Background: an optimization exercise with open tools, aiming at small area, a short achievable clock period and few clock cycles. Do not read the settings as production practice.
Only simulation tests tie the RTL to the original design; equivalence was not proved.
Power figures rest on the tool's default switching activity, not on a simulated workload.

==> flow/design.v (excerpt) <==
module evt_agg_enc (
    input  wire        clk,
    input  wire        rst,
    input  wire        cmd_valid,
    output wire        cmd_ready,
    input  wire [31:0] cmd,
    output reg         pkt_valid,
    output reg  [76:0] pkt
);
export LEC_CHECK = 0
export CAP_MARGIN = 30
export CORE_MARGIN = 2
export CORE_UTILIZATION = 60
export CTS_BUF_LIST = sky130_fd_sc_hd__clkbuf_16
export CTS_CLUSTER_DIAMETER = 60
export CTS_CLUSTER_SIZE = 40
export GPL_TIMING_DRIVEN = 0
export SLEW_MARGIN = 20
create_clock -name core_clock -period 13.0 [get_ports {clk}]
standard.sh (not shown) runs the stock make flow with config.mk's settings and CLKGATE_MAP_FILE= SYNTH_SCRIPT=/design/flow/synth_recipe.tcl, a recipe that flattens the netlist after the stock synthesis.
==> flow/flow/run.sh <==
#!/bin/bash
# Standard ORFS layout, with repair_timing asked to leave a larger setup
# margin than the 13 ns constraint needs, so that the design is optimised
# for speed, and clock tree synthesis without dummy balancing loads.
# The SDC and every other setting stay the standard flow's own.
set -o pipefail
bash standard.sh SETUP_SLACK_MARGIN=9.5 \
  "CTS_ARGS=-sink_clustering_enable -repair_clock_nets -sink_clustering_size 40 -sink_clustering_max_diameter 60 -buf_list sky130_fd_sc_hd__clkbuf_16 -dont_use_dummy_load" \
  finish > standard_flow.log 2>&1
The baseline finished clean.
Testbench counts at the start, summed over its fixed seeds: cycles 10,360.
Change:
==> flow/run.sh (new file) <==
#!/bin/bash
# synth_recipe.tcl (not shown) runs the flow's synth.tcl, then flattens the netlist and writes it again
# the make line also repeats each setting of config.mk as NAME=value (left out here)
make -C /OpenROAD-flow-scripts/flow DESIGN_CONFIG=/design/flow/config.mk WORK_HOME=/design/flow/orfs CLKGATE_MAP_FILE= SYNTH_SCRIPT=/design/flow/synth_recipe.tcl finish
- CAP_MARGIN: 30 -> 20
- CORE_UTILIZATION: 60 -> 40
- CTS_BUF_LIST: sky130_fd_sc_hd__clkbuf_16 -> unset
- CTS_CLUSTER_DIAMETER: 60 -> unset
- CTS_CLUSTER_SIZE: 40 -> unset
- GPL_TIMING_DRIVEN: 0 -> unset
removed: flow/flow/run.sh
removed: flow/standard.sh
Global-route usage decreases by 17 points. Combinational power fell by 23%. Setup slack degrades by 0.74 ns. Final area came out lower by 2.6%. Total power rises by 18%. Sequential cell count stays the same. Sequential share of layout area grows by 1.2 points.

## exp/juniper
evt_agg_enc again, from the RTL that the note above started with.
Settings: LEC_CHECK=0, CAP_MARGIN=30, CORE_MARGIN=2, CORE_UTILIZATION=60, CTS_BUF_LIST=sky130_fd_sc_hd__clkbuf_16, CTS_CLUSTER_DIAMETER=60, CTS_CLUSTER_SIZE=40, SLEW_MARGIN=20; clock period 13.0 ns.
==> flow/flow/run.sh <==
#!/bin/bash
# Standard ORFS layout, with repair_timing asked to leave a larger setup
# margin than the 13 ns constraint needs, so that the design is optimised
# for speed. The SDC and every other setting stay the standard flow's own.
set -o pipefail
bash standard.sh SETUP_SLACK_MARGIN=9.5 finish > standard_flow.log 2>&1
exp/juniper: done, clean on timing, DRC and antenna
Testbench counts of exp/juniper, summed over its fixed seeds: cycles 10,360.
## Diff of input files: exp/onyx against exp/juniper
--- a/flow/config.mk
+++ b/flow/config.mk
@@ -10,4 +10,3 @@
-export CORE_UTILIZATION = 60
-export CTS_BUF_LIST = sky130_fd_sc_hd__clkbuf_16
-export CTS_CLUSTER_DIAMETER = 60
-export CTS_CLUSTER_SIZE = 40
+export CORE_UTILIZATION = 40
+export CTS_BUF_LIST = sky130_fd_sc_hd__clkbuf_8
+export CTS_CLUSTER_SIZE = 25
- exp/onyx vs. exp/juniper: overall global routing resource usage now sits lower, hold slack now sits lower, post-route cell area now sits higher.
- Summary of exp/onyx over exp/juniper: non-clock buffering overhead in the final layout has increased; final cell utilization of the core now smaller; cell count went up by 16%; global placer's final weighted congestion went up 0.38%; buffer count excluding the clock tree in the final layout saw an increase.

Starting RTL as in the previous note.
export LEC_CHECK = 0
export CAP_MARGIN = 30
export CORE_MARGIN = 2
export CORE_UTILIZATION = 60
export CTS_BUF_LIST = sky130_fd_sc_hd__clkbuf_16
export CTS_CLUSTER_DIAMETER = 60
export CTS_CLUSTER_SIZE = 40
export SLEW_MARGIN = 20
create_clock -name core_clock -period 13.0 [get_ports {clk}]
==> flow/flow/run.sh <==
#!/bin/bash
# Standard ORFS layout, with repair_timing asked to leave a larger setup
# margin than the 13 ns constraint needs, so that the design is optimised
# for speed, and clock tree synthesis without dummy balancing loads.
# The SDC and every other setting stay the standard flow's own.
set -o pipefail
bash standard.sh SETUP_SLACK_MARGIN=9.5 \
  "CTS_ARGS=-sink_clustering_enable -repair_clock_nets -sink_clustering_size 35 -sink_clustering_max_diameter 68 -buf_list sky130_fd_sc_hd__clkbuf_16 -dont_use_dummy_load" \
  finish > standard_flow.log 2>&1
The first run ran to the end with no violations.
Testbench counts at the start, summed over its fixed seeds: cycles 10,360.
Rerun with:
==> flow/flow/run.sh (replaced) <==
#!/bin/bash
# Standard ORFS layout, with repair_timing asked to leave a larger setup
# margin than the 13 ns constraint needs, so that the design is optimised
# for speed. The SDC and every other setting stay the standard flow's own.
set -o pipefail
bash standard.sh SETUP_SLACK_MARGIN=9.5 finish > standard_flow.log 2>&1
Settings changed: CAP_MARGIN 30 to 20, CORE_UTILIZATION 60 to 40, CTS_BUF_LIST sky130_fd_sc_hd__clkbuf_16 to default, CTS_CLUSTER_DIAMETER 60 to default, CTS_CLUSTER_SIZE 40 to default.
=>
- total power grows by 27%
- utilization falls by 19 points
- register-to-register slack is better by 20 ps
- worst setup slack is worse by 110 ps
Rerun with:
==> flow/flow/run.sh (replaced) <==
#!/bin/bash
# Standard ORFS layout, with repair_timing asked to leave a larger setup
# margin than the 13 ns constraint needs, so that the design is optimised
# for speed, and clock tree synthesis without dummy balancing loads.
# The SDC and every other setting stay the standard flow's own.
set -o pipefail
bash standard.sh SETUP_SLACK_MARGIN=9.65 \
  "CTS_ARGS=-sink_clustering_enable -repair_clock_nets -sink_clustering_size 40 -sink_clustering_max_diameter 60 -buf_list sky130_fd_sc_hd__clkbuf_16 -dont_use_dummy_load" \
  finish > standard_flow.log 2>&1
Settings changed: CAP_MARGIN 20 to 30, CORE_UTILIZATION 40 to 60, CTS_BUF_LIST from default to sky130_fd_sc_hd__clkbuf_16, CTS_CLUSTER_DIAMETER from default to 60, CTS_CLUSTER_SIZE from default to 40.
Result:
- The new run finished with timing, DRC and antenna clean
- wire length came out higher by a few percent
- worst setup slack degrades by 57 ps
- fmax came out lower slightly
- synthesized area stays the same
- global-route usage came out higher by 13 points
- final area came out lower by a few percent
- die area came out lower by a quarter to a third
Rerun with:
--- a/flow/flow/run.sh
+++ b/flow/flow/run.sh
@@ -7,2 +7,2 @@
-bash standard.sh SETUP_SLACK_MARGIN=9.65 \
-  "CTS_ARGS=-sink_clustering_enable -repair_clock_nets -sink_clustering_size 40 -sink_clustering_max_diameter 60 -buf_list sky130_fd_sc_hd__clkbuf_16 -dont_use_dummy_load" \
+bash standard.sh SETUP_SLACK_MARGIN=9.5 \
+  "CTS_ARGS=-sink_clustering_enable -repair_clock_nets -sink_clustering_size 30 -sink_clustering_max_diameter 50 -buf_list sky130_fd_sc_hd__clkbuf_16 -dont_use_dummy_load" \
Outcome: Power came out higher by 9.6%. Utilization came out lower by 0.70 points. Sequential power is about the same. Synthesized cell count is unchanged. Setup slack improves by 87 ps. Routed wire length came out lower by 6.5%. Worst hold slack improves by 24 ps. Non-clock buffer count came out lower by 64. Area after synthesis is unchanged.

[port drivers added, routing unchanged]
Ports are ideal in the flow. The routed layouts listed here were re-timed in OpenROAD.
Step 1 sets driving cells, clkbuf_16 on the clock port and buf_2 on the other inputs (assumed; they add their load-dependent delay and slew).
Step 2 adds t to the input delays and takes it off the output delays; t is the mean of the earliest and latest rising clock arrival at the registers after step 1. Input paths then give back, and output paths get back, about the clock's delay inside the block.
Slacks: no drivers / after step 1 / after step 2; pairs: no drivers / after step 1.
| run | shift t [ns] | slack for setup (ns) | latest minus earliest clock arrival (ns) |
|---|---|---|---|
| the first run of note 1 | 0.746 | 9.281 / 9.225 / 8.815 | 0.106 / 0.107 |
| the second run of note 1 | 0.816 | 8.541 / 8.541 / 8.094 | 0.032 / 0.033 |
| exp/juniper | 0.760 | 9.267 / 9.189 / 8.827 | 0.037 / 0.037 |
| exp/onyx | 1.004 | 9.011 / 8.943 / 8.650 | 0.053 / 0.053 |
| the first run of note 3 | 0.714 | 9.306 / 9.234 / 8.890 | 0.089 / 0.088 |
| the second run of note 3 | 0.843 | 9.197 / 9.123 / 8.751 | 0.036 / 0.036 |
| the third run of note 3 | 0.740 | 9.140 / 9.140 / 9.017 | 0.069 / 0.069 |
| the fourth run of note 3 | 0.789 | 9.227 / 9.153 / 8.833 | 0.061 / 0.062 |
After both steps setup and hold are still met in every run listed. For the first run of note 1, which loses most, drivers alone change the setup slack by -0.056 ns; drivers and shift together by -0.466 ns.
